Source: an optimization exercise on an open RTL-to-GDS flow (aim: small area, a short achievable clock period and few clock cycles per item). Production flows keep margins and buffers that such runs may drop. In this exercise RTL edits were held to simulation tests only and were not proved equivalent to the original.

## flow/design.v (module list and top-level ports; edited modules follow where they fit)
// module edhe_pixel: 153 lines
// module edhe_fadd32: 75 lines
// module edhe_fa: 4 lines
// module edhe_ha: 4 lines
// module edhe_add: 17 lines
// module edhe_addcs: 17 lines
// module edhe_ge: 18 lines
// module edhe_gteq: 20 lines
// module edhe_inc: 11 lines
// module edhe_andpre: 17 lines
// module edhe_fix8: 20 lines
// module edhe_nmul: 925 lines
// module edhe_sum4: 120 lines
// module edhe_mag: 105 lines
// module edhe_lerp16t: 350 lines
// module edhe_lerp24t: 518 lines
// module edhe_lerp16: 5 lines
// module edhe_lerp24: 5 lines
// module edhe_quant: 23 lines
module edhe_pixel (
    input  wire        clk,
    input  wire        rst,
    input  wire        in_valid,
    output wire        in_ready,
    input  wire        in_first,    
    input  wire        in_w16,      
    input  wire        in_noise,    
    input  wire [15:0] in_tl,       
    input  wire [15:0] in_tr,       
    input  wire [15:0] in_bl,       
    input  wire [15:0] in_br,       
    input  wire [7:0]  in_wx,
    input  wire [7:0]  in_wy,
    input  wire [31:0] in_err,      
    input  wire [12:0] in_u,        
    output reg         out_valid,
    input  wire        out_ready,
    output reg  [15:0] out_q,       
    output reg  [31:0] out_a        
);
  // ...
==> flow/flow/run.sh <==
#!/bin/bash
# The standard layout (the standard.sh: the same synthesis script and steps), with two
# settings changed:
#  - SYNTH_ARGS=-noabc: Yosys's generic synth skips its early "abc -fast" pass, which breaks
#    the hand-written full-adder chains apart; the technology mapping with abc afterwards is
#    unchanged, and so are the registers, their names and their cell types.
#  - the buffers placed on the input and output ports are plain buf_1 cells instead of the
#    delay buffers ORFS picks by default. Every port still gets its buffer.
set -euo pipefail
bash standard.sh "SYNTH_ARGS=-noabc" "BUFFER_PORTS_ARGS=-buffer_cell sky130_fd_sc_hd__buf_1" finish > standard_flow.log 2>&1
==> flow/standard.sh <==
#!/bin/bash
# synth_recipe.tcl (not shown) runs the flow's synth.tcl, then flattens the netlist and writes it again
# the make line also repeats each setting of config.mk as NAME=value (left out here)
make -C /OpenROAD-flow-scripts/flow DESIGN_CONFIG=/design/flow/config.mk WORK_HOME=/design/flow/orfs CLKGATE_MAP_FILE= SYNTH_SCRIPT=/design/flow/synth_recipe.tcl "${@:-finish}"
==> flow/config.mk <==
export PLATFORM = sky130hd
export DESIGN_NAME = edhe_pixel
export DESIGN_NICKNAME = edhe_pixel
export VERILOG_FILES = /design/flow/design.v
export SDC_FILE = /design/flow/constraint.sdc
export NUM_CORES = 4
export LEC_CHECK = 0
export ABC_AREA = 1
export CAP_MARGIN = 20
export CORE_MARGIN = 2
export CORE_UTILIZATION = 60
export CTS_CLUSTER_DIAMETER = 160
export CTS_CLUSTER_SIZE = 24
export GPL_TIMING_DRIVEN = 0
export SLEW_MARGIN = 20
==> flow/constraint.sdc <==
create_clock -name core_clock -period 190.0 [get_ports {clk}]
set_input_delay 38.0000 -clock core_clock [delete_from_list [all_inputs] [get_ports {clk}]]
set_output_delay 38.0000 -clock core_clock [all_outputs]
set_load 0.01 [all_outputs]
==> out/results.tsv, run 1 <==
stage	metric	value	unit
clocking	Clock Sink Count	368	
synth	Mapped Cells	6484	
clocking	CTS clk-pin slew, worst paths	100	ps
cells_and_area	multi-input gate share of total cell area	0.683	
synth	most common library cells after synthesis	nand2_1 (1208), nor2_1 (992), fa_1 (940)	
placed_design	hpwl dp	132000	µm
cells_and_area	post-layout net count	8035	
synth	Async SR Flop Fraction	0	
synth	Synth Flop Type	edfxtp_1	
synth	Synth Area in Compound Gates	0.0843	
global_routing	GRT overflow	0	
clocking	hold-fix buffers at CTS	0	
critical_path	Stages on worst setup path	1	
sta	endpoints failing hold	0	
outcome	outcome	complete, no violations	
die	FP Rows	111	
detailed_routing	Met3 Wirelength	13000	µm
detailed_routing	per-cell routed wire length	20.0	µm
cells_and_area	Seq/total area	0.185	
cells_and_area	# clk buffers	32	
cells_and_area	register area	0.0107	mm²
cells_and_area	Core Util, Final	0.635	
detailed_routing	DR WL met2	73500	µm
synth	count leader, synth	nand2_1	
Testbench counts, summed over its fixed seeds: cycles 24,032, items 24,000.
==> run 2, diff against run 1 <==
--- a/flow/config.mk
+++ b/flow/config.mk
@@ -7,9 +7,8 @@
 export LEC_CHECK = 0
 export ABC_AREA = 1
-export CAP_MARGIN = 20
+export CAP_MARGIN = 10
 export CORE_MARGIN = 2
 export CORE_UTILIZATION = 60
 export CTS_CLUSTER_DIAMETER = 160
 export CTS_CLUSTER_SIZE = 24
-export GPL_TIMING_DRIVEN = 0
-export SLEW_MARGIN = 20
+export SLEW_MARGIN = 10
==> out/results.tsv, run 2 <==
stage	metric	value	unit	change
critical_path	r2r setup slk	152000	ps	
critical_path	CP Buf/Inv Count	1		
synth	Synth area leader	fa_1		
critical_path	Worst EP arrival	1110	ps	
synth	simple-gate share of the synthesized area	0.207		
synth	Async SR Flop Fraction	0		unchanged
synth	top area cells in the synthesized netlist	fa_1 (34%), edfxtp_1 (18%), nand2_1 (8.2%)		
die	die height	307	µm	
detailed_routing	vias per cell	5.71		
synth	synth warn	1		
die	Initial Util	0.603		
sta	Tcrit/Tclk final	0.206		
outcome	outcome	complete, no violations		
synth	xor/xnor share of the synthesized area	0.0194		
critical_path	crit path cell chain	buf_1		
synth	count leader, synth	nand2_1		
detailed_routing	drt pass-1 iters	9		
cells_and_area	most common cell after layout, fill and taps aside	nand2_1		
detailed_routing	Starting DRT DRC Count	4021		
critical_path	Setup CP Type	reg2out		
flow_run	max cap viols	0		
critical_path	reg2reg start	r3_mag[8]$_DFFE_PP_		
critical_path	CP Launch Type	register		
cells_and_area	ANT cells	0		
sta	final setup violating endpoints	0		
clocking	setup repair bufs after CTS	0		
min_path	worst min-delay path class	reg2reg		
cells_and_area	area grow syn2layout	3.58	%	
die	FP Rows	111		unchanged
synth	mux contribution to synthesized area	0.00491		
synth	combinational family with the most area after synthesis	adder cells		
sta	Fin Setup TNS	0	ps	
clocking	H-tree levels	1		
synth	mean post-synth cell area	8.48	µm²	
placed_design	placed cells	7601		
global_routing	GRT overflow	0		unchanged
placed_design	hpwl dp	120000	µm	-8.9%
cells_and_area	fillers	8143		
placed_design	gpl congestion	0.994		
critical_path	Max stage delay on crit path	390	ps	
detailed_routing	per-cell routed wire length	19.8	µm	-1.3%
sta	max-slew violations	0		
min_path	Worst Hold Launch	r1_err[11]$_DFFE_PP_		
sta	Hold WS	424	ps	
detailed_routing	post-route ant nets	0		
min_path	Worst Hold End	r2_err[11]$_DFFE_PP_		
sta	worst-case clock skew	20.4	ps	
placed_design	I/O Buffers	181		
die	Die Area	0.0941	mm²	
die	Ports	182		
clocking	CTS root buffer	clkbuf_16		
synth	Seq/Total Area, Yosys	0.195		
detailed_routing	vias after detailed routing	43600		
sta	max frequency	25.6	MHz	
sta	endpoints failing hold	0		unchanged
die	Die Wd	307	µm	
clocking	Resized cells post-CTS	0		
synth	FF+latch count, synth	368		
synth	Post-synth EDFFs	337		
clocking	Num CTS Buffers	20		
sta	unrepaired setup endpoints after global routing	false		
cells_and_area	layout cell share with drive strength beyond 1	0.0454		
synth	Synth Flop Type	edfxtp_1		
min_path	hold path depth	0		
cells_and_area	Finished Layout Cells	7637		
sta	crit path time final	39120	ps	
global_routing	largest net degree at the start of global routing	164		
synth	Mapped Cells	6484		unchanged
synth	synthesized-area fraction occupied by adder cells	0.404		
critical_path	crit end category	primary output		
synth	library cells used by synthesis	72		
synth	most common library cells after synthesis	nand2_1 (1208), nor2_1 (992), fa_1 (940)		
critical_path	r2r endpoint	out_q[8]$_SDFFCE_PP0N_		
critical_path	Stages on worst setup path	1		unchanged
clocking	CTS clk-pin slew, worst paths	100	ps	about the same
global_routing	All-Layer GR Usage	0.328		
synth	Yosys top cell area share	0.342		
critical_path	CP max FO	1		
cells_and_area	most frequent cells in the layout	nand2_1 (1207), nor2_1 (992), fa_1 (940), inv_1 (832), o21ai_0 (509)		
global_routing	global-route wire length before repair	242000	µm	
detailed_routing	residual DRC count	0		
detailed_routing	wirelength, routed	151000	µm	
global_routing	vias in the first global route	43900		
clocking	CTS tree	done		
die	Floorplan Core Area	0.0912	mm²	
cells_and_area	post-layout net count	7779		-3.2%
synth	Synth Area in Compound Gates	0.0843		unchanged
sta	Worst Max-Slew Pin Slew	1010	ps	
sta	relative slew slack	0.321		
critical_path	slowest CP cell	edfxtp_1		
clocking	Clock Sink Count	368		unchanged
global_routing	antenna violations before repair	0		
clocking	Clk Latency, worst-skew pair	590	ps	
clocking	Clock Tree Buf Depth	3		
clocking	hold-fix buffers at CTS	0		unchanged
synth	mapped cell area	0.0550	mm²	
critical_path	Critical Path RT	152000	ps	
critical_path	R2R depth	149		
critical_path	top cell family by delay on the critical path	flip-flops		
==> run 2: cell counts after synthesis <==
No cell type changed its count.
==> run 2: layer usage <==
layer,global-route usage,wire [µm],vias up,share of wire
li1,-,-,20300,-
met1,0.474,66200,21400,0.44
met2,0.537,71000,1666,0.47
met3,0.0361,10500,196,0.069
met4,0.0725,3510,0,0.023
met5,0,0,-,0
==> run 2: cell type report <==
class,instances,area [µm²],share of cell area
Clock inverter,4,42.5,0.000747
Sequential cell,368,10700,0.189
Tap cell,1186,1480,0.0260
Inverter,885,3320,0.0584
Timing Repair Buffer,251,1220,0.0214
Multi-Input combinational cell,4911,39600,0.695
Clock buffer,32,588,0.0103
==> run 2: cells by family (layout without fill, tap and decap cells) <==
| family | count (synthesis) | in the layout |
|---|---|---|
| xor+xnor | 122 | 122 |
| compound gates | 846 | 846 |
| fa+ha+maj | 1210 | 1210 |
| mux | 27 | 27 |
| simple gates | 2704 | 2704 |
| flops | 368 | 368 |
| other cells | 1 | 2 |
| buf+inv | 1206 | 1172 |
==> run 2: how the worst max path moves through the flow <==
stage / endpoint / startpoint
after floorplan: out_a[0]$_DFFE_PN_ / out_ready
after global placement: out_a[10]$_DFFE_PN_ / out_ready
after detailed placement: out_a[10]$_DFFE_PN_ / out_ready
after CTS: out_a[17] / out_a[17]$_DFFE_PN_
after global routing: out_q[8]$_SDFFCE_PP0N_ / r3_mag[8]$_DFFE_PP_
final: out_a[17] / out_a[17]$_DFFE_PN_
==> run 2: metrics by stage <==
stage | worst slack [ps] | area [µm²] | utilization
finish | 150890 | 57000 | 0.624
global route | 149400 | 57000 | 0.624
CTS | 150840 | 57000 | 0.624
detailed placement | 150730 | 56300 | 0.617
global placement | 150780 | 56300 | 0.617
floorplan | 150600 | 55000 | -
==> run 3, diff against run 2 <==
==> flow/config.mk (replaced) <==
export PLATFORM = sky130hd
export DESIGN_NAME = edhe_pixel
export DESIGN_NICKNAME = edhe_pixel
export VERILOG_FILES = /design/flow/design.v
export SDC_FILE = /design/flow/constraint.sdc
export NUM_CORES = 4
export LEC_CHECK = 0
export ABC_AREA = 1
export CAP_MARGIN = 20
export CORE_MARGIN = 2
export CORE_UTILIZATION = 70
export CTS_CLUSTER_DIAMETER = 150
export CTS_CLUSTER_SIZE = 30
export SLEW_MARGIN = 20
==> out/results.tsv, run 3 <==
stage	metric	value	unit	change
sta	crit path time final	39130	ps	+17.0 ps
synth	synth warn	1		unchanged
synth	Async SR Flop Fraction	0		unchanged
placed_design	placed cells	7450		-2.0%
sta	Hold WS	429	ps	+5.08 ps
synth	Synth area leader	fa_1		
cells_and_area	fillers	6022		-26%
cells_and_area	most common cell after layout, fill and taps aside	nand2_1		
critical_path	Worst EP arrival	1130	ps	+20 ps
synth	mapped cell area	0.0550	mm²	unchanged
cells_and_area	layout cell share with drive strength beyond 1	0.0446		-0.000868
critical_path	CP max FO	1		unchanged
critical_path	crit end category	primary output		
cells_and_area	Finished Layout Cells	7482		-2.0%
global_routing	GRT overflow	0		unchanged
global_routing	largest net degree at the start of global routing	88		-46%
synth	Post-synth EDFFs	337		unchanged
die	Ports	182		unchanged
placed_design	gpl congestion	0.975		-2.0%
die	Initial Util	0.709		+0.106
critical_path	reg2reg start	r3_mag[10]$_DFFE_PP_		
sta	max frequency	25.6	MHz	about the same
clocking	Num CTS Buffers	18		-10%
critical_path	r2r endpoint	out_q[8]$_SDFFCE_PP0N_		
critical_path	Setup CP Type	reg2out		
cells_and_area	ANT cells	0		unchanged
global_routing	antenna violations before repair	1		+1
detailed_routing	drt pass-1 iters	6		-3
detailed_routing	Starting DRT DRC Count	4374		+8.8%
sta	Fin Setup TNS	0	ps	unchanged
global_routing	global-route wire length before repair	236000	µm	-2.6%
synth	most common library cells after synthesis	nand2_1 (1208), nor2_1 (992), fa_1 (940)		
cells_and_area	post-layout net count	7772		-0.090%
sta	unrepaired setup endpoints after global routing	false		
sta	final setup violating endpoints	0		unchanged
critical_path	Critical Path RT	152000	ps	about the same
critical_path	r2r setup slk	152070	ps	+70 ps
placed_design	Post-DP Area	0.0561	mm²	-0.42%
synth	top area cells in the synthesized netlist	fa_1 (34%), edfxtp_1 (18%), nand2_1 (8.2%)		
die	FP Rows	102		-8.1%
flow_run	max cap viols	0		unchanged
critical_path	crit path cell chain	buf_1		
synth	count leader, synth	nand2_1		
synth	Seq/Total Area, Yosys	0.195		unchanged
detailed_routing	vias per cell	5.96		+4.5%
sta	relative slew slack	0.281		-0.0400
detailed_routing	wirelength, routed	148000	µm	-2.3%
clocking	CTS clk-pin slew, worst paths	120	ps	+20 ps
synth	library cells used by synthesis	72		unchanged
die	Die Area	0.0808	mm²	-14%
critical_path	CP Launch Type	register		
global_routing	All-Layer GR Usage	0.368		+0.0403
outcome	outcome	complete, no violations		
detailed_routing	vias after detailed routing	44600		+2.4%
placed_design	hpwl dp	117000	µm	-3.1%
synth	Synth Flop Type	edfxtp_1		
cells_and_area	Final Instance Area	0.0567	mm²	-0.46%
min_path	Worst Hold Launch	r1_err[20]$_DFFE_PP_		
clocking	Clk Latency, worst-skew pair	580	ps	about the same
cells_and_area	most frequent cells in the layout	nand2_1 (1207), nor2_1 (992), fa_1 (940), inv_1 (832), o21ai_0 (508)		
detailed_routing	residual DRC count	0		unchanged
clocking	H-tree levels	1		unchanged
global_routing	vias in the first global route	44700		+1.7%
detailed_routing	post-route ant nets	0		unchanged
critical_path	Max stage delay on crit path	400	ps	about the same
clocking	Clock Sink Count	368		unchanged
synth	mean post-synth cell area	8.48	µm²	unchanged
min_path	hold path depth	0		unchanged
clocking	setup repair bufs after CTS	0		unchanged
synth	Yosys top cell area share	0.342		unchanged
sta	worst-case clock skew	31.4	ps	+11.0 ps
synth	Mapped Cells	6484		unchanged
clocking	Resized cells post-CTS	0		unchanged
critical_path	top cell family by delay on the critical path	flip-flops		
critical_path	R2R depth	147		-1.3%
clocking	hold-fix buffers at CTS	0		unchanged
die	die height	284	µm	-7.3%
clocking	CTS tree	done		
critical_path	CP Buf/Inv Count	1		unchanged
cells_and_area	area grow syn2layout	3.11	%	
min_path	worst min-delay path class	reg2reg		
placed_design	I/O Buffers	181		unchanged
sta	max-slew violations	0		unchanged
die	Die Wd	284	µm	-7.3%
sta	Tcrit/Tclk final	0.206		about the same
synth	FF+latch count, synth	368		unchanged
die	Floorplan Core Area	0.0776	mm²	-15%
sta	endpoints failing hold	0		unchanged
min_path	Worst Hold End	r2_err[20]$_DFFE_PP_		
detailed_routing	per-cell routed wire length	19.7	µm	-0.30%
sta	Worst Max-Slew Pin Slew	1050	ps	+42.2 ps
clocking	Clock Tree Buf Depth	3		unchanged
critical_path	slowest CP cell	edfxtp_1		
clocking	CTS root buffer	clkbuf_16		
run 3: cell counts after synthesis:
Identical to the previous run, type by type.
run 3: stage by stage:
| stage | setup slack, ps | util |
|---|---|---|
| 3_3_place_gp | 150770 | 0.723 |
| 6_report | 150870 | 0.731 |
| 4_1_cts | 150850 | 0.731 |
| 5_1_grt | 148970 | 0.731 |
| 3_5_place_dp | 150740 | 0.723 |
| 2_1_floorplan | 150600 | - |
run 3: worst max path at each step:
stage                                 from                endpoint  slack (ps)  depth (start not counted)
finish              out_q[1]$_SDFFCE_PP0N_                out_q[1]      150870                          1
global route          r3_mag[11]$_DFFE_PP_  out_q[8]$_SDFFCE_PP0N_      148970                        147
CTS                    out_a[24]$_DFFE_PN_               out_a[24]      150850                          1
detailed placement               out_ready      out_a[0]$_DFFE_PN_      150740                          3
global placement                 out_ready      out_a[0]$_DFFE_PN_      150770                          3
floorplan                        out_ready      out_a[0]$_DFFE_PN_      150600                          2
run 3: area by class of cell:
class | count | area (µm²) | share of cell area
Sequential cell | 368 | 10700 | 0.189
Inverter | 885 | 3320 | 0.0586
Clock inverter | 7 | 103 | 0.00181
Tap cell | 1040 | 1300 | 0.0229
Timing Repair Buffer | 246 | 1170 | 0.0206
Multi-Input combinational cell | 4911 | 39600 | 0.698
Clock buffer | 25 | 498 | 0.00878
run 3: cells by family (layout without fill, tap and decap cells):
group / after synthesis / in the layout / share of synthesized area
and+or+nand+nor: 2704 / 2704 / 0.207
adders and majority gates: 1210 / 1210 / 0.404
buffers and inverters: 1206 / 1163 / 0.0855
AOI/OAI and AO/OA: 846 / 846 / 0.0843
DFF: 368 / 368 / 0.195
xor gates and xnor gates: 122 / 122 / 0.0194
muxes: 27 / 27 / 0.00491
other: 1 / 2 / 0.0000682
run 3: layer usage:
metal	part of all wire	global-route usage	wire (µm)	up-vias
met4	0.047	0.143	6900	2
li1	-	-	-	20300
met3	0.086	0.0542	12700	425
met1	0.40	0.511	59800	21700
met2	0.46	0.592	68300	2219
met5	0.000068	0	10	-
==> module edhe_pixel, before the edit <==
module edhe_pixel (
    input  wire        clk,
    input  wire        rst,
    input  wire        in_valid,
    output wire        in_ready,
    input  wire        in_first,    
    input  wire        in_w16,      
    input  wire        in_noise,    
    input  wire [15:0] in_tl,       
    input  wire [15:0] in_tr,       
    input  wire [15:0] in_bl,       
    input  wire [15:0] in_br,       
    input  wire [7:0]  in_wx,
    input  wire [7:0]  in_wy,
    input  wire [31:0] in_err,      
    input  wire [12:0] in_u,        
    output reg         out_valid,
    input  wire        out_ready,
    output reg  [15:0] out_q,       
    output reg  [31:0] out_a        
);
    reg  go;             
    reg  rdy;            
    reg  skv;            
    wire adv = go;
    assign in_ready = rdy;
    reg        v1;
    reg        r1_first, r1_w16, r1_noise;
    reg [15:0] r1_tl, r1_tr, r1_bl, r1_br;
    reg [7:0]  r1_wx, r1_wy;
    reg [31:0] r1_err;
    reg [12:0] r1_u;
    always @(posedge clk) begin
        if (adv) begin
            r1_first <= in_first; r1_w16 <= in_w16; r1_noise <= in_noise;
            r1_tl <= in_tl; r1_tr <= in_tr; r1_bl <= in_bl; r1_br <= in_br;
            r1_wx <= in_wx; r1_wy <= in_wy; r1_err <= in_err; r1_u <= in_u;
        end
    end
    wire [23:0] top, bot;
    wire [31:0] v16r;
    edhe_lerp16 u_top (.a(r1_tl), .b(r1_tr), .w(r1_wx), .sum(top));
    edhe_lerp16 u_bot (.a(r1_bl), .b(r1_br), .w(r1_wx), .sum(bot));
    edhe_lerp24 u_v   (.a(top), .b(bot), .w(r1_wy), .sum(v16r));
    wire [23:0] v8raw = v16r[31:8];
    wire        clamp = !r1_w16 && ((|v8raw[23:16]) || ((&v8raw[15:8]) && (|v8raw[7:0])));
    wire [23:0] v8 = clamp ? 24'd65280 : v8raw;
    reg        v2;
    reg        r2_w16, r2_first, r2_noise;
    reg [23:0] r2_v8;
    reg [31:0] r2_err;
    reg [12:0] r2_u;
    always @(posedge clk) begin
        if (adv) begin
            r2_w16 <= r1_w16; r2_first <= r1_first; r2_noise <= r1_noise; r2_v8 <= v8;
            r2_err <= r1_err; r2_u <= r1_u;
        end
    end
    reg  [23:0] avg;
    wire        active   = r2_noise && (|r2_v8);
    wire [23:0] base     = r2_first ? 24'd0 : avg;
    wire [23:0] avs;
    wire        avc;
    edhe_add #(24) u_avg (.a(base), .b(r2_v8), .ci(1'b0), .s(avs), .co(avc));
    wire [23:0] avg_new  = {avc, avs[23:1]};
    wire [23:0] df;
    wire        dfc;
    edhe_addcs #(24, 10) u_df (.a(base), .b(~r2_v8), .ci(1'b1), .s(df), .co(dfc));
    wire        dneg = !dfc;                      
    wire [22:0] dh   = {df[23:1]} ^ {23{dneg}};   
    always @(posedge clk) begin
        if (rst) avg <= 24'd0;
        else if (adv && v2) avg <= active ? avg_new : base;
    end
    wire [31:0] v8_f, a1;
    edhe_fix8   u_fix_v8 (.n(r2_v8), .sg(1'b0), .y(v8_f));
    edhe_fadd32 u_add_err (.a(v8_f), .b(r2_err), .y(a1));
    wire [14:0] d8s;
    wire        d8sc;
    edhe_addcs #(15, 8) u_d257 (.a(dh[14:0]), .b({8'd0, dh[14:8]}), .ci(1'b0), .s(d8s), .co(d8sc));
    wire [22:0] dhp = r2_w16 ? dh : {d8s, dh[7:0]};
    wire        un = r2_u[12];
    wire [11:0] ux = r2_u[11:0] ^ {12{un}};       
    wire [35:0] ya, yb;                           
    edhe_nmul u_p (.x(ux), .n(un), .d(dhp), .dn(dneg), .dn8(dneg & !r2_w16), .w16(r2_w16), .ra(ya), .rb(yb));
    wire [21:0] sS;
    edhe_sum4 u_s (.ah(ya[35:16]), .bh(yb[35:16]), .al(ya[15:0]), .bl(yb[15:0]), .sum(sS));
    wire [5:0]  sA2 = sS[21:16];
    wire [5:0]  b2s;
    wire        b2c;
    edhe_add #(6) u_b2 (.a(sS[5:0]), .b(sA2), .ci(1'b1), .s(b2s), .co(b2c));
    wire        c2 = (&sS[15:6]) & b2c;
    wire [20:0] m0;
    edhe_mag u_mg (.x(ux), .n(un), .ah(ya[35:16]), .bh(yb[35:16]), .sum(m0));
    wire [14:0] m0d;
    wire        m0dc;
    edhe_add #(15) u_m0d (.a(m0[20:6]), .b(15'h7FFF), .ci(1'b0), .s(m0d), .co(m0dc));
    wire [5:0]  mlo;
    wire        mlc;
    edhe_add #(6) u_mlo (.a(m0[5:0]), .b(~sA2), .ci(~c2), .s(mlo), .co(mlc));
    wire [20:0] mag = {mlc ? m0[20:6] : m0d, mlo};
    reg        v3;
    reg        r3_w16, r3_active, r3_un;
    reg [31:0] r3_a1;
    reg [20:0] r3_mag;
    always @(posedge clk) begin
        if (adv) begin
            r3_w16 <= r2_w16; r3_active <= active; r3_un <= un;
            r3_a1 <= a1; r3_mag <= mag;
        end
    end
    wire [31:0] n8_f, a2;
    edhe_fix8   u_fix_n8 (.n({3'd0, r3_mag}), .sg(r3_un), .y(n8_f));
    edhe_fadd32 u_add_noise (.a(r3_a1), .b(n8_f), .y(a2));
    wire [31:0] a = r3_active ? a2 : r3_a1;
    reg [31:0] sk_a;
    reg        sk_w16;
    always @(posedge clk) begin
        if (go) begin
            sk_a   <= a;
            sk_w16 <= r3_w16;
        end
    end
    wire        take = out_valid && out_ready;
    wire        ins  = go && v3;                  
    wire [31:0] na   = skv ? sk_a : a;
    wire        nw16 = skv ? sk_w16 : r3_w16;
    wire [15:0] q;
    edhe_quant  u_quant (.a(na), .w16(nw16), .q(q));
    wire hold = out_valid & ~out_ready;
    always @(posedge clk) begin
        if (!hold) begin
            out_q <= q;
            out_a <= na;
        end
    end
    wire out_v_n = skv ? 1'b1 : (out_valid && !out_ready) || ins;
    wire skv_n   = skv ? (out_valid && !out_ready) : (out_valid && !out_ready && ins);
    always @(posedge clk) begin
        if (rst) begin
            v1 <= 1'b0; v2 <= 1'b0; v3 <= 1'b0; out_valid <= 1'b0; skv <= 1'b0; go <= 1'b1;
            rdy <= 1'b1;
        end else begin
            if (go) begin
                v1 <= in_valid; v2 <= v1; v3 <= v2;
            end
            out_valid <= out_v_n;
            skv       <= skv_n;
            go        <= !skv_n;
            rdy       <= !(out_valid && !out_ready && (skv || ins));
        end
    end
endmodule
==> module edhe_fadd32, before the edit <==
module edhe_fadd32 (
    input  wire [31:0] a,
    input  wire [31:0] b,
    output wire [31:0] y
);
    wire [7:0] ea = a[30:23];
    wire [7:0] eb = b[30:23];
    wire a_max = &ea;
    wire b_max = &eb;
    wire a_fz  = ~|a[22:0];
    wire b_fz  = ~|b[22:0];
    wire sub   = a[31] ^ b[31];
    wire nan   = (a_max & ~a_fz) | (b_max & ~b_fz) | (a_max & b_max & sub);
    wire inf   = a_max | b_max;           
    wire        a_big;
    edhe_ge #(31) u_cmp (.a(a[30:0]), .b(b[30:0]), .ge(a_big));
    wire [31:0] bg  = a_big ? a : b;
    wire [30:0] sml = a_big ? b[30:0] : a[30:0];
    wire        bnz = |bg[30:23];
    wire        snz = |sml[30:23];
    wire [7:0]  xbig   = {bg[30:24], bg[23] | ~bnz};
    wire [7:0]  xsmall = {sml[30:24], sml[23] | ~snz};
    wire [23:0] mbig   = {bnz, bg[22:0]};
    wire [23:0] msmall = {snz, sml[22:0]};
    wire [7:0] d;
    wire       d_co;
    edhe_add #(8) u_d (.a(xbig), .b(~xsmall), .ci(1'b1), .s(d), .co(d_co));
    wire far = |d[7:5];
    wire [26:0] s0 = {msmall, 3'b000};
    wire [26:0] s1 = d[4] ? {16'd0, s0[26:17], |s0[16:0]} : s0;
    wire [26:0] s2 = d[3] ? {8'd0,  s1[26:9],  |s1[8:0]}  : s1;
    wire [26:0] s3 = d[2] ? {4'd0,  s2[26:5],  |s2[4:0]}  : s2;
    wire [26:0] s4 = d[1] ? {2'd0,  s3[26:3],  |s3[2:0]}  : s3;
    wire [26:0] s5 = d[0] ? {1'd0,  s4[26:2],  |s4[1:0]}  : s4;
    wire [26:0] aligned = far ? {26'd0, |msmall} : s5;
    wire [27:0] r;
    wire        r_co;
    edhe_addcs #(28, 13) u_sum (.a({1'b0, mbig, 3'b000}), .b({1'b0, aligned} ^ {28{sub}}), .ci(sub),
                          .s(r), .co(r_co));
    wire [4:0] bud = xbig[4:0];
    wire       u0  = |xbig[7:5];
    wire [27:0] n0 = r;
    wire t16 = ~|n0[27:12] & (u0 | bud[4]);
    wire u1  = u0 | (bud[4] & ~t16);
    wire [27:0] n1 = t16 ? {n0[11:0], 16'd0} : n0;
    wire t8  = ~|n1[27:20] & (u1 | bud[3]);
    wire u2  = u1 | (bud[3] & ~t8);
    wire [27:0] n2 = t8 ? {n1[19:0], 8'd0} : n1;
    wire t4  = ~|n2[27:24] & (u2 | bud[2]);
    wire u3  = u2 | (bud[2] & ~t4);
    wire [27:0] n3 = t4 ? {n2[23:0], 4'd0} : n2;
    wire t2  = ~|n3[27:26] & (u3 | bud[1]);
    wire u4  = u3 | (bud[1] & ~t2);
    wire [27:0] n4 = t2 ? {n3[25:0], 2'd0} : n3;
    wire t1  = ~n4[27] & (u4 | bud[0]);
    wire [27:0] n5 = t1 ? {n4[26:0], 1'b0} : n4;
    wire [4:0]  sh = {t16, t8, t4, t2, t1};
    wire [26:0] m  = {n5[27:2], n5[1] | n5[0]};
    wire [8:0] e1;
    wire       e1_co;
    edhe_add #(9) u_e (.a({1'b0, xbig}), .b(~{4'd0, sh}), .ci(1'b1), .s(e1), .co(e1_co));
    wire        rup = m[2] & (m[1] | m[0] | m[3]);
    wire [23:0] mr;
    wire        mr_co;
    edhe_inc #(24) u_rnd (.a(m[26:3]), .ci(rup), .s(mr), .co(mr_co));
    wire [8:0]  ex;
    wire        ex_co;
    edhe_add #(9) u_ex (.a(e1), .b({7'd0, mr_co, mr[23]}), .ci(1'b0), .s(ex), .co(ex_co));
    wire zero_diff = sub & ~|r;
    wire ovf = ex[8] | (&ex[7:0]) | inf;
    assign y = nan       ? 32'h7FC00000 :
               ovf       ? {bg[31], 31'h7F800000} :
               zero_diff ? 32'h00000000 :
                           {bg[31], ex[7:0], mr[22:0]};
endmodule
==> run 4, diff against run 3 <==
--- a/flow/design.v
+++ b/flow/design.v
@@ -100,17 +100,18 @@
     edhe_add #(6) u_mlo (.a(m0[5:0]), .b(~sA2), .ci(~c2), .s(mlo), .co(mlc));
     wire [20:0] mag = {mlc ? m0[20:6] : m0d, mlo};
+    wire [31:0] n8_f;
+    edhe_fix8   u_fix_n8 (.n({3'd0, mag}), .sg(un), .y(n8_f));
     reg        v3;
-    reg        r3_w16, r3_active, r3_un;
+    reg        r3_w16, r3_active;
     reg [31:0] r3_a1;
-    reg [20:0] r3_mag;
+    reg [31:0] r3_n8f;
     always @(posedge clk) begin
         if (adv) begin
-            r3_w16 <= r2_w16; r3_active <= active; r3_un <= un;
-            r3_a1 <= a1; r3_mag <= mag;
+            r3_w16 <= r2_w16; r3_active <= active;
+            r3_a1 <= a1; r3_n8f <= n8_f;
         end
     end
-    wire [31:0] n8_f, a2;
-    edhe_fix8   u_fix_n8 (.n({3'd0, r3_mag}), .sg(r3_un), .y(n8_f));
-    edhe_fadd32 u_add_noise (.a(r3_a1), .b(n8_f), .y(a2));
+    wire [31:0] a2;
+    edhe_fadd32 u_add_noise (.a(r3_a1), .b(r3_n8f), .y(a2));
     wire [31:0] a = r3_active ? a2 : r3_a1;
     reg [31:0] sk_a;
@@ -212,5 +213,5 @@
     wire [8:0] e1;
     wire       e1_co;
-    edhe_add #(9) u_e (.a({1'b0, xbig}), .b(~{4'd0, sh}), .ci(1'b1), .s(e1), .co(e1_co));
+    edhe_addcs #(9, 4) u_e (.a({1'b0, xbig}), .b(~{4'd0, sh}), .ci(1'b1), .s(e1), .co(e1_co));
     wire        rup = m[2] & (m[1] | m[0] | m[3]);
     wire [23:0] mr;
@@ -219,5 +220,5 @@
     wire [8:0]  ex;
     wire        ex_co;
-    edhe_add #(9) u_ex (.a(e1), .b({7'd0, mr_co, mr[23]}), .ci(1'b0), .s(ex), .co(ex_co));
+    edhe_addcs #(9, 4) u_ex (.a(e1), .b({7'd0, mr_co, mr[23]}), .ci(1'b0), .s(ex), .co(ex_co));
     wire zero_diff = sub & ~|r;
     wire ovf = ex[8] | (&ex[7:0]) | inf;
==> flow/flow/run.sh (replaced) <==
#!/bin/bash
# The standard layout (the standard.sh: the same synthesis script and steps), with these
# settings changed:
#  - SYNTH_ARGS=-noabc: Yosys's generic synth skips its early "abc -fast" pass, which breaks
#    the hand-written full-adder chains apart; the registers, their names and their cell types
#    are unchanged.
#  - the technology mapping uses ORFS's area script with its mapping step replaced by
#    "map -a -B 0.9" (a copy of ORFS's scripts folder, with only abc_area.script changed).
#  - the buffers placed on the input and output ports are plain buf_1 cells instead of the
#    delay buffers ORFS picks by default. Every port still gets its buffer.
set -euo pipefail
rm -rf scripts_abc
cp -r "$FLOW_HOME/scripts" scripts_abc
printf 'strash\ndch\nmap -a -B 0.9\ntopo\nstime -c\nbuffer -c\nupsize -c\ndnsize -c\n' > scripts_abc/abc_area.script
bash standard.sh "SCRIPTS_DIR=$PWD/scripts_abc" "SYNTH_ARGS=-noabc" "BUFFER_PORTS_ARGS=-buffer_cell sky130_fd_sc_hd__buf_1" finish > standard_flow.log 2>&1
--- a/flow/config.mk
+++ b/flow/config.mk
@@ -9,6 +9,6 @@
 export CAP_MARGIN = 20
 export CORE_MARGIN = 2
-export CORE_UTILIZATION = 70
-export CTS_CLUSTER_DIAMETER = 150
-export CTS_CLUSTER_SIZE = 30
+export CORE_UTILIZATION = 60
+export CTS_CLUSTER_DIAMETER = 160
+export CTS_CLUSTER_SIZE = 24
 export SLEW_MARGIN = 20
==> out/results.tsv, run 4 <==
stage	metric	value	unit	change
cells_and_area	ANT cells	0		unchanged
sta	unrepaired setup endpoints after global routing	false		
placed_design	hpwl dp	115000	µm	-1.7%
synth	Synth Flop Type	edfxtp_1		
synth	library cells used by synthesis	69		-4.2%
clocking	CTS tree	done		
die	FP Rows	110		+7.8%
sta	relative slew slack	0.317		+0.0359
critical_path	Worst EP arrival	1120	ps	about the same
synth	top area cells in the synthesized netlist	fa_1 (35%), edfxtp_1 (19%), nor2_1 (7.7%)		
sta	worst-case clock skew	56.6	ps	+25.2 ps
cells_and_area	most frequent cells in the layout	nor2_1 (1111), fa_1 (938), nand2_1 (929), inv_1 (852), o21ai_0 (597)		
critical_path	crit path cell chain	buf_1		
detailed_routing	wirelength, routed	144000	µm	-2.7%
synth	Yosys top cell area share	0.348		+0.00557
critical_path	reg2reg start	r2_first$_DFFE_PP_		
critical_path	Critical Path RT	152000	ps	about the same
global_routing	global-route wire length before repair	232000	µm	-1.6%
die	Die Area	0.0924	mm²	+14%
critical_path	crit end category	primary output		
detailed_routing	vias after detailed routing	42100		-5.6%
sta	Tcrit/Tclk final	0.206		about the same
min_path	Worst Hold Launch	r1_err[4]$_DFFE_PP_		
synth	count leader, synth	nor2_1		
die	Floorplan Core Area	0.0896	mm²	+15%
flow_run	max cap viols	0		unchanged
cells_and_area	Finished Layout Cells	7460		-0.29%
clocking	Num CTS Buffers	21		+3
clocking	Clock Tree Buf Depth	3		unchanged
global_routing	GRT overflow	0		unchanged
critical_path	CP max FO	1		unchanged
global_routing	largest net degree at the start of global routing	165		+88%
placed_design	gpl congestion	0.947		-2.8%
detailed_routing	post-route ant nets	0		unchanged
die	Initial Util	0.603		-0.106
sta	max frequency	25.6	MHz	about the same
clocking	Clk Latency, worst-skew pair	600	ps	+20 ps
critical_path	R2R depth	108		-27%
sta	endpoints failing hold	0		unchanged
cells_and_area	most common cell after layout, fill and taps aside	nor2_1		
synth	Post-synth EDFFs	347		+3.0%
die	Die Wd	304	µm	+6.9%
critical_path	Setup CP Type	reg2out		
clocking	CTS clk-pin slew, worst paths	110	ps	about the same
critical_path	r2r endpoint	r3_n8f[29]$_SDFFCE_PN0P_		
synth	Mapped Cells	6311		-2.7%
outcome	outcome	complete, no violations		
critical_path	Max stage delay on crit path	390	ps	about the same
clocking	CTS root buffer	clkbuf_16		
synth	Seq/Total Area, Yosys	0.204		+0.00916
synth	most common library cells after synthesis	nor2_1 (1111), fa_1 (938), nand2_1 (929)		
clocking	H-tree levels	1		unchanged
critical_path	r2r setup slk	152680	ps	+610 ps
clocking	hold-fix buffers at CTS	0		unchanged
placed_design	I/O Buffers	181		unchanged
detailed_routing	M1 WL	64100	µm	+7.3%
clocking	Resized cells post-CTS	0		unchanged
detailed_routing	Max Used Layer	met4		
min_path	worst min-delay path class	reg2reg		
sta	max-slew violations	0		unchanged
sta	final setup violating endpoints	0		unchanged
cells_and_area	Core Util, Final	0.627		-0.104
detailed_routing	residual DRC count	0		unchanged
die	Ports	182		unchanged
detailed_routing	Met3 Wirelength	10400	µm	-18%
die	die height	304	µm	+6.9%
global_routing	antenna violations before repair	0		-1
global_routing	vias in the first global route	42800		-4.3%
critical_path	slowest CP cell	edfxtp_1		
cells_and_area	post-layout net count	7604		-2.2%
cells_and_area	fillers	7943		+32%
synth	Async SR Flop Fraction	0		unchanged
detailed_routing	DR WL met2	65200	µm	-4.6%
synth	FF+latch count, synth	378		+2.7%
synth	mapped cell area	0.0540	mm²	-1.8%
synth	Synth area leader	fa_1		
detailed_routing	per-cell routed wire length	19.2	µm	-2.4%
clocking	setup repair bufs after CTS	0		unchanged
cells_and_area	area grow syn2layout	4.02	%	
sta	Fin Setup TNS	0	ps	unchanged
critical_path	top cell family by delay on the critical path	flip-flops		
detailed_routing	vias per cell	5.65		-5.3%
sta	Worst Max-Slew Pin Slew	1020	ps	-26.7 ps
detailed_routing	drt pass-1 iters	8		+2
clocking	Clock Sink Count	378		+2.7%
detailed_routing	Starting DRT DRC Count	3751		-14%
synth	mean post-synth cell area	8.56	µm²	+0.88%
sta	crit path time final	39130	ps	-7.00 ps
cells_and_area	layout cell share with drive strength beyond 1	0.0361		-0.00843
min_path	hold path depth	0		unchanged
critical_path	CP Buf/Inv Count	1		unchanged
synth	synth warn	1		unchanged
placed_design	placed cells	7423		-0.36%
critical_path	CP Launch Type	register		
global_routing	All-Layer GR Usage	0.317		-0.0510
min_path	Worst Hold End	r2_err[4]$_DFFE_PP_		
run 4: cell count changes after synthesis, moves of 41 or more:
cell | previous run | this run
o21ai_0 | 510 | 598
nand2_1 | 1208 | 929
a21oi_1 | 140 | 232
nor2_1 | 992 | 1111
nand3_1 | 209 | 54
clkbuf_1 | 223 | 264
run 4: final cells by class:
cell class	instances	area [µm²]	share of cell area
multi-input cells	4691	38300	0.681
flip-flops and latches	378	11000	0.197
inverters	919	3450	0.0615
well taps	1176	1470	0.0262
repair buffers	259	1280	0.0227
clock buffers	32	567	0.0101
clock inverters	5	91.3	0.00163
run 4: worst max-delay path by stage:
stage / startpoint / endpoint / slack [ps] / depth (start not counted)
final: out_a[10]$_DFFE_PN_ / out_a[10] / 150880 / 1
after floorplan: out_ready / out_a[0]$_DFFE_PN_ / 150600 / 2
after global routing: r2_first$_DFFE_PP_ / r3_n8f[29]$_SDFFCE_PN0P_ / 150620 / 108
after detailed placement: out_ready / out_q[0]$_SDFFCE_PP0N_ / 150720 / 3
after CTS: out_a[8]$_DFFE_PN_ / out_a[8] / 150830 / 1
after global placement: out_ready / out_q[0]$_SDFFCE_PP0N_ / 150780 / 3
run 4: metal layers:
layer,track usage,vias to the layer above
met5,0,-
met4,0.0796,0
met3,0.0434,223
met2,0.502,1565
met1,0.466,20500
li1,-,19800
run 4: logic make-up (layout without fill, tap and decap cells):
kind of cell,count (synthesis),after routing,synth area share
xor gates and xnor gates,124,124,0.0201
and+or+nand+nor,2322,2322,0.174
AOI/OAI and AO/OA,1017,1017,0.101
DFF,378,378,0.204
muxes,23,23,0.00429
buffers and inverters,1244,1215,0.0872
adders and majority gates,1202,1202,0.409
other,1,3,0.0000694
run 4: metrics by stage:
stage / setup WS, ps / cell area (µm²) / hold WS [ps]
floorplan: 150600 / 54000 / 400
global placement: 150780 / 55500 / 401
detailed placement: 150720 / 55500 / 405
CTS: 150830 / 56200 / 414
global route: 150620 / 56200 / 430
finish: 150880 / 56200 / 411
Testbench counts of run 4, summed over its fixed seeds: cycles 24,032, items 24,000.
==> run 5, diff against run 4 <==
--- a/flow/flow/run.sh
+++ b/flow/flow/run.sh
@@ -6,5 +6,5 @@
 #    are unchanged.
 #  - the technology mapping uses ORFS's area script with its mapping step replaced by
-#    "map -a -B 0.9" (a copy of ORFS's scripts folder, with only abc_area.script changed).
+#    "amap" (a copy of ORFS's scripts folder, with only abc_area.script changed).
 #  - the buffers placed on the input and output ports are plain buf_1 cells instead of the
 #    delay buffers ORFS picks by default. Every port still gets its buffer.
@@ -12,4 +12,4 @@
 rm -rf scripts_abc
 cp -r "$FLOW_HOME/scripts" scripts_abc
-printf 'strash\ndch\nmap -a -B 0.9\ntopo\nstime -c\nbuffer -c\nupsize -c\ndnsize -c\n' > scripts_abc/abc_area.script
+printf 'strash\ndch\namap\ntopo\nstime -c\nbuffer -c\nupsize -c\ndnsize -c\n' > scripts_abc/abc_area.script
 bash standard.sh "SCRIPTS_DIR=$PWD/scripts_abc" "SYNTH_ARGS=-noabc" "BUFFER_PORTS_ARGS=-buffer_cell sky130_fd_sc_hd__buf_1" finish > standard_flow.log 2>&1
==> out/results.tsv, run 5 <==
stage	metric	value	unit	change
synth	Synth Flop Type	edfxtp_1		
global_routing	All-Layer GR Usage	0.311		-0.00647
critical_path	crit end category	primary output		
synth	Post-synth EDFFs	347		unchanged
placed_design	hpwl dp	107000	µm	-6.5%
global_routing	GRT overflow	0		unchanged
synth	mean post-synth cell area	9.72	µm²	+14%
clocking	CTS root buffer	clkbuf_16		
critical_path	slowest CP cell	edfxtp_1		
cells_and_area	most common cell after layout, fill and taps aside	nor2_1		
detailed_routing	drt pass-1 iters	6		-2
global_routing	largest net degree at the start of global routing	156		-5.5%
clocking	CTS tree	done		
critical_path	Critical Path RT	152000	ps	about the same
detailed_routing	DR WL met2	63400	µm	-2.8%
die	Ports	182		unchanged
min_path	worst min-delay path class	reg2reg		
synth	library cells used by synthesis	81		+17%
synth	Mapped Cells	5349		-15%
clocking	Num CTS Buffers	21		unchanged
critical_path	top cell family by delay on the critical path	flip-flops		
critical_path	CP Launch Type	register		
synth	Async SR Flop Fraction	0		unchanged
synth	Yosys top cell area share	0.361		+0.0133
synth	mapped cell area	0.0520	mm²	-3.7%
global_routing	antenna violations before repair	2		+2
detailed_routing	vias after detailed routing	39900		-5.3%
sta	max-slew violations	0		unchanged
critical_path	r2r setup slk	152440	ps	-240 ps
cells_and_area	Core Util, Final	0.632		+0.00528
synth	Seq/Total Area, Yosys	0.212		+0.00781
detailed_routing	per-cell routed wire length	21.1	µm	+9.9%
synth	synth warn	1		unchanged
sta	Tcrit/Tclk final	0.206		about the same
detailed_routing	residual DRC count	0		unchanged
clocking	Clk Latency, worst-skew pair	610	ps	about the same
clocking	CTS clk-pin slew, worst paths	110	ps	about the same
global_routing	global-route wire length before repair	220000	µm	-5.1%
flow_run	max cap viols	0		unchanged
clocking	setup repair bufs after CTS	0		unchanged
sta	Fin Setup TNS	0	ps	unchanged
die	FP Rows	107		-2.7%
critical_path	Max stage delay on crit path	390	ps	about the same
global_routing	vias in the first global route	40100		-6.3%
sta	relative slew slack	0.262		-0.0551
sta	final worst slack	150890	ps	+11.0 ps
clocking	Clock Sink Count	378		unchanged
sta	crit path time final	39110	ps	-11.0 ps
synth	Synth area leader	fa_1		
clocking	H-tree levels	1		unchanged
cells_and_area	layout cell share with drive strength beyond 1	0.0455		+0.00937
critical_path	CP Buf/Inv Count	1		unchanged
detailed_routing	wirelength, routed	136000	µm	-5.1%
critical_path	CP max FO	1		unchanged
cells_and_area	area grow syn2layout	3.98	%	about the same
clocking	Resized cells post-CTS	0		unchanged
die	Die Wd	298	µm	-1.8%
sta	endpoints failing hold	0		unchanged
detailed_routing	Met3 Wirelength	10300	µm	-1.4%
sta	Worst Max-Slew Pin Slew	1110	ps	+82.7 ps
critical_path	Worst EP arrival	1110	ps	about the same
cells_and_area	post-layout net count	6617		-13%
die	Initial Util	0.608		+0.00529
placed_design	I/O Buffers	181		unchanged
synth	FF+latch count, synth	378		unchanged
synth	count leader, synth	nor2_1		
sta	final setup violating endpoints	0		unchanged
synth	most common library cells after synthesis	nor2_1 (1120), fa_1 (938), inv_1 (553)		
outcome	outcome	complete, no violations		
critical_path	Setup CP Type	reg2out		
clocking	hold-fix buffers at CTS	0		unchanged
detailed_routing	Starting DRT DRC Count	3404		-9.3%
sta	unrepaired setup endpoints after global routing	false		
synth	top area cells in the synthesized netlist	fa_1 (36%), edfxtp_1 (20%), nor2_1 (8.1%)		
detailed_routing	M1 WL	58900	µm	-8.2%
detailed_routing	vias per cell	6.20		+9.7%
sta	worst-case clock skew	30.2	ps	-26.4 ps
placed_design	gpl congestion	0.956		+0.90%
detailed_routing	Max Used Layer	met5		
die	Die Area	0.0891	mm²	-3.6%
clocking	Clock Tree Buf Depth	3		unchanged
cells_and_area	most frequent cells in the layout	nor2_1 (1120), fa_1 (938), inv_1 (552), edfxtp_1 (347), o22ai_1 (330)		
detailed_routing	post-route ant nets	0		unchanged
die	Floorplan Core Area	0.0855	mm²	-4.5%
placed_design	worst slack, placed	150780	ps	+61.0 ps
sta	Hold WS	421	ps	+9.93 ps
cells_and_area	fillers	7197		-9.4%
die	die height	298	µm	-1.8%
critical_path	crit path cell chain	buf_1		
sta	max frequency	25.6	MHz	about the same
cells_and_area	ANT cells	0		unchanged
run 5: changes by cell type in the layout (fill, tap and decap cells not counted), moves of 16 or more:
cell and change:
xor2_1 -94, o22a_1 +278, a21oi_1 +16, o21ai_0 -527, mux2i_1 -22, o21ai_1 -28, xnor2_1 -29, nand2_1 -775
or2_2 +44, o22ai_1 +291, a211oi_1 +33, nor2b_1 +38, inv_1 -300, inv_2 -27
run 5: layout make-up:
| type | count | area, µm² | share of cell area |
|---|---|---|---|
| clock buffer | 30 | 569 | 0.0105 |
| clock inverter | 7 | 82.6 | 0.00153 |
| inverter | 589 | 2220 | 0.0410 |
| multi-input combinational | 4040 | 37500 | 0.693 |
| sequential | 378 | 11000 | 0.204 |
| tap | 1144 | 1430 | 0.0265 |
| timing repair buffer | 253 | 1230 | 0.0228 |
run 5: cell families (layout without fill, tap and decap cells):
group                      after synthesis  count (layout)  share of synthesized area
AOI/OAI and AO/OA                     1173            1173                      0.157
xor gates and xnor gates                 1               1                   0.000168
adders and majority gates             1202            1202                      0.425
buffers and inverters                  933             879                     0.0679
DFF                                    378             378                      0.212
other                                    1               3                  0.0000721
and+or+nand+nor                       1661            1661                      0.138
run 5: layer usage:
metal / up-vias / global-route usage
met5: - / 0
met3: 232 / 0.0420
li1: 18200 / -
met2: 1674 / 0.501
met1: 19800 / 0.450
met4: 2 / 0.0762
run 5: final timing paths:
path	end	depth (start not counted)	startpoint
setup / recovery	out_q[1]	1	out_q[1]$_SDFFCE_PP0N_
hold / removal	r2_err[17]$_DFFE_PP_	0	r1_err[17]$_DFFE_PP_
setup reg to reg	r3_a1[19]$_SDFFCE_PP0P_	126	r2_v8[12]$_SDFFCE_PP1P_
hold reg to reg	r2_err[17]$_DFFE_PP_	0	r1_err[17]$_DFFE_PP_
run 5: through the flow:
| stage | cell area (µm²) | instances |
|---|---|---|
| 2_1_floorplan | 52000 | 5351 |
| 3_3_place_gp | 53400 | 6404 |
| 3_5_place_dp | 53400 | 6404 |
| 4_1_cts | 54100 | 6441 |
| 5_1_grt | 54100 | 6441 |
| 6_report | 54100 | 6441 |
==> module edhe_addcs, before the edit <==
module edhe_addcs #(parameter W = 24, parameter L = 12) (
    input  wire [W-1:0] a,
    input  wire [W-1:0] b,
    input  wire         ci,
    output wire [W-1:0] s,
    output wire         co
);
    wire [L-1:0]   sl;
    wire           cl;
    edhe_add #(L) u_lo (.a(a[L-1:0]), .b(b[L-1:0]), .ci(ci), .s(sl), .co(cl));
    wire [W-L-1:0] h0, h1;
    wire           c0, c1;
    edhe_add #(W - L) u_h0 (.a(a[W-1:L]), .b(b[W-1:L]), .ci(1'b0), .s(h0), .co(c0));
    edhe_add #(W - L) u_h1 (.a(a[W-1:L]), .b(b[W-1:L]), .ci(1'b1), .s(h1), .co(c1));
    assign s  = {cl ? h1 : h0, sl};
    assign co = cl ? c1 : c0;
endmodule
==> run 6, diff against run 5 <==
--- a/flow/design.v
+++ b/flow/design.v
@@ -263,10 +263,10 @@
     wire           cl;
     edhe_add #(L) u_lo (.a(a[L-1:0]), .b(b[L-1:0]), .ci(ci), .s(sl), .co(cl));
-    wire [W-L-1:0] h0, h1;
-    wire           c0, c1;
+    wire [W-L-1:0] h0, hs;
+    wire           c0, ic;
     edhe_add #(W - L) u_h0 (.a(a[W-1:L]), .b(b[W-1:L]), .ci(1'b0), .s(h0), .co(c0));
-    edhe_add #(W - L) u_h1 (.a(a[W-1:L]), .b(b[W-1:L]), .ci(1'b1), .s(h1), .co(c1));
-    assign s  = {cl ? h1 : h0, sl};
-    assign co = cl ? c1 : c0;
+    edhe_inc #(W - L) u_hi (.a(h0), .ci(cl), .s(hs), .co(ic));
+    assign s  = {hs, sl};
+    assign co = c0 | ic;
 endmodule
 module edhe_ge #(parameter W = 32) (
==> out/results.tsv, run 6 <==
stage	metric	value	unit	change
clocking	Num CTS Buffers	21		unchanged
critical_path	R2R depth	132		+4.8%
synth	Synth area leader	fa_1		
min_path	Worst Hold End	r2_err[0]$_DFFE_PP_		
detailed_routing	Starting DRT DRC Count	3334		-2.1%
placed_design	gpl congestion	0.962		+0.65%
clocking	CTS root buffer	clkbuf_16		
global_routing	largest net degree at the start of global routing	71		-54%
min_path	worst min-delay path class	reg2reg		
synth	Synth Flop Type	edfxtp_1		
sta	relative slew slack	0.347		+0.0849
detailed_routing	drt pass-1 iters	6		unchanged
sta	Tcrit/Tclk final	0.206		about the same
cells_and_area	register area	0.0110	mm²	unchanged
synth	synth warn	1		unchanged
detailed_routing	vias per cell	6.18		-0.23%
synth	count leader, synth	nor2_1		
cells_and_area	area grow syn2layout	4.24	%	
synth	most common library cells after synthesis	nor2_1 (1131), fa_1 (939), inv_1 (589)		
synth	top area cells in the synthesized netlist	fa_1 (36%), edfxtp_1 (20%), nor2_1 (8.1%)		
clocking	Clock Sink Count	378		unchanged
clocking	setup repair bufs after CTS	0		unchanged
critical_path	CP max FO	1		unchanged
sta	endpoints failing hold	0		unchanged
critical_path	slowest CP cell	edfxtp_1		
synth	Seq/Total Area, Yosys	0.210		-0.00232
detailed_routing	vias after detailed routing	40700		+2.0%
placed_design	hpwl dp	109000	µm	+2.1%
critical_path	Setup CP Type	reg2out		
die	Die Area	0.0900	mm²	+1.1%
clocking	hold-fix buffers at CTS	0		unchanged
synth	mean post-synth cell area	9.62	µm²	-1.0%
clocking	Resized cells post-CTS	0		unchanged
detailed_routing	post-route ant nets	0		unchanged
synth	library cells used by synthesis	81		unchanged
placed_design	I/O Buffers	181		unchanged
sta	Fin Setup TNS	0	ps	unchanged
critical_path	Max stage delay on crit path	390	ps	about the same
sta	final setup violating endpoints	0		unchanged
critical_path	top cell family by delay on the critical path	flip-flops		
cells_and_area	most frequent cells in the layout	nor2_1 (1131), fa_1 (939), inv_1 (589), edfxtp_1 (347), o22ai_1 (340)		
synth	Mapped Cells	5464		+2.1%
sta	max-slew violations	0		unchanged
clocking	Clock Tree Buf Depth	3		unchanged
die	Initial Util	0.606		-0.00182
critical_path	CP Buf/Inv Count	1		unchanged
synth	Yosys top cell area share	0.357		-0.00356
min_path	Worst Hold Launch	r1_err[0]$_DFFE_PP_		
min_path	hold path depth	0		unchanged
global_routing	GRT overflow	0		unchanged
critical_path	r2r endpoint	r3_a1[19]$_SDFFCE_PP0P_		
cells_and_area	ANT cells	0		unchanged
cells_and_area	layout cell share with drive strength beyond 1	0.0440		-0.00146
outcome	outcome	complete, no violations		
placed_design	placed cells	6544		+2.2%
sta	max frequency	25.6	MHz	about the same
detailed_routing	per-cell routed wire length	21.2	µm	+0.41%
critical_path	Critical Path RT	152000	ps	about the same
cells_and_area	Finished Layout Cells	6582		+2.2%
die	Die Wd	300	µm	+0.54%
cells_and_area	fillers	7494		+4.1%
die	Ports	182		unchanged
sta	worst-case clock skew	57.7	ps	+27.5 ps
global_routing	All-Layer GR Usage	0.316		+0.00516
clocking	CTS tree	done		
detailed_routing	wirelength, routed	140000	µm	+2.6%
critical_path	crit path cell chain	buf_1		
critical_path	CP Launch Type	register		
clocking	H-tree levels	1		unchanged
global_routing	antenna violations before repair	1		-1
cells_and_area	most common cell after layout, fill and taps aside	nor2_1		
synth	FF+latch count, synth	378		unchanged
cells_and_area	post-layout net count	6762		+2.2%
die	FP Rows	108		+0.93%
die	die height	300	µm	+0.54%
critical_path	reg2reg start	r2_v8[19]$_SDFFCE_PP0P_		
critical_path	r2r setup slk	156420	ps	+3980 ps
critical_path	crit end category	primary output		
sta	unrepaired setup endpoints after global routing	false		
global_routing	vias in the first global route	41400		+3.3%
cells_and_area	area occupied by multi-input gates	0.0380	mm²	+1.3%
global_routing	global-route wire length before repair	225000	µm	+2.3%
critical_path	Worst EP arrival	1120	ps	about the same
synth	Async SR Flop Fraction	0		unchanged
clocking	Clk Latency, worst-skew pair	630	ps	+20 ps
synth	mapped cell area	0.0526	mm²	+1.1%
flow_run	max cap viols	0		unchanged
clocking	CTS clk-pin slew, worst paths	120	ps	about the same
sta	crit path time final	39120	ps	+6.00 ps
die	Floorplan Core Area	0.0868	mm²	+1.4%
synth	Post-synth EDFFs	347		unchanged
detailed_routing	residual DRC count	0		unchanged
sta	Worst Max-Slew Pin Slew	969	ps	-138 ps
## run 6: changes by cell type after synthesis, sizes merged, moves of 8 or more
| cell | previous run | this run |
|---|---|---|
| inv | 569 | 604 |
| a21oi | 252 | 230 |
| ha | 264 | 278 |
| nand2 | 156 | 166 |
| and3 | 10 | 26 |
| nor3 | 37 | 55 |
| buf | 79 | 69 |
| o21ai | 79 | 110 |
| a21boi | 4 | 12 |
| clkbuf | 265 | 274 |
| nor4 | 61 | 46 |
## run 6: worst max-delay path by stage
stage / start / cells past startpoint / slack, ps / to
2_1_floorplan: out_ready / 4 / 150340 / rdy$_SDFF_PP1_
3_3_place_gp: out_ready / 4 / 150610 / go$_SDFF_PP1_
3_5_place_dp: out_ready / 4 / 150570 / go$_SDFF_PP1_
4_1_cts: out_q[2]$_SDFFCE_PP0N_ / 1 / 150840 / out_q[2]
5_1_grt: out_q[4]$_SDFFCE_PP0N_ / 1 / 150820 / out_q[4]
6_report: out_q[7]$_SDFFCE_PP0N_ / 1 / 150880 / out_q[7]
## run 6: final cells by class
type	instances	area share
Multi-Input combinational cell	4120	0.693
Timing Repair Buffer	267	0.0245
Clock inverter	4	0.00110
Sequential cell	378	0.201
Inverter	625	0.0428
Clock buffer	33	0.0108
Tap cell	1155	0.0264
## run 6: per-stage QoR
stage / util / setup WS [ps] / area, µm² / hold WS, ps
after CTS: 0.631 / 150840 / 54800 / 395
final: 0.632 / 150880 / 54800 / 391
after floorplan: - / 150340 / 52600 / 400
after detailed placement: 0.624 / 150570 / 54100 / 405
after global routing: 0.632 / 150820 / 54800 / 408
after global placement: 0.624 / 150610 / 54100 / 400
## run 6: cell families (layout without fill, tap and decap cells)
group,Yosys count,after routing,synth area share
AND/OR/NAND/NOR,1715,1715,0.143
flip-flops,378,378,0.210
buffers and inverters,968,929,0.0694
other,1,3,0.0000713
XOR/XNOR,6,6,0.000999
AO/OA/AOI/OAI,1179,1179,0.153
adder cells (fa/ha/maj),1217,1217,0.424
## run 6: per-layer routing
metal	global-route usage	up-vias	part of all wire
met2	0.517	1613	0.47
li1	-	18500	-
met5	0	-	0.000093
met1	0.453	20300	0.43
met4	0.0815	2	0.028
met3	0.0365	242	0.068
Testbench counts of run 6, summed over its fixed seeds: cycles 24,032, items 24,000.

==> port drivers added, routing unchanged <==
In the flow no input, the clock included, has a driving cell. The finished layouts below were timed again as built, in two steps.
Step 1, drivers: a clkbuf_16 drives clk and a buf_2 each remaining input, both assumed.
Step 2 times the ports against the registers' clock, not the clock port: input delays grow and output delays shrink by t, the midpoint of the rising clock arrivals with the driver on.
Three values: ideal ports, drivers, drivers and shift; two values: the first two.
| run | t (ns) | setup slack, ns | worst slew at a driven data input, ns |
|---|---|---|---|
| run 1 | 0.661 | 150.844 / 150.773 / 150.651 | 0.12 |
| run 2 | 0.653 | 150.885 / 150.813 / 150.742 | 0.04 |
| run 3 | 0.645 | 150.868 / 150.795 / 150.748 | 0.11 |
| run 4 | 0.637 | 150.875 / 150.805 / 150.748 | 0.04 |
| run 5 | 0.659 | 150.886 / 150.818 / 150.786 | 0.12 |
| run 6 | 0.663 | 150.880 / 150.813 / 150.934 | 0.10 |
After both steps every run listed still meets setup and hold. For run 1, which loses most, drivers alone change the setup slack by -0.071 ns; drivers and shift together by -0.193 ns.
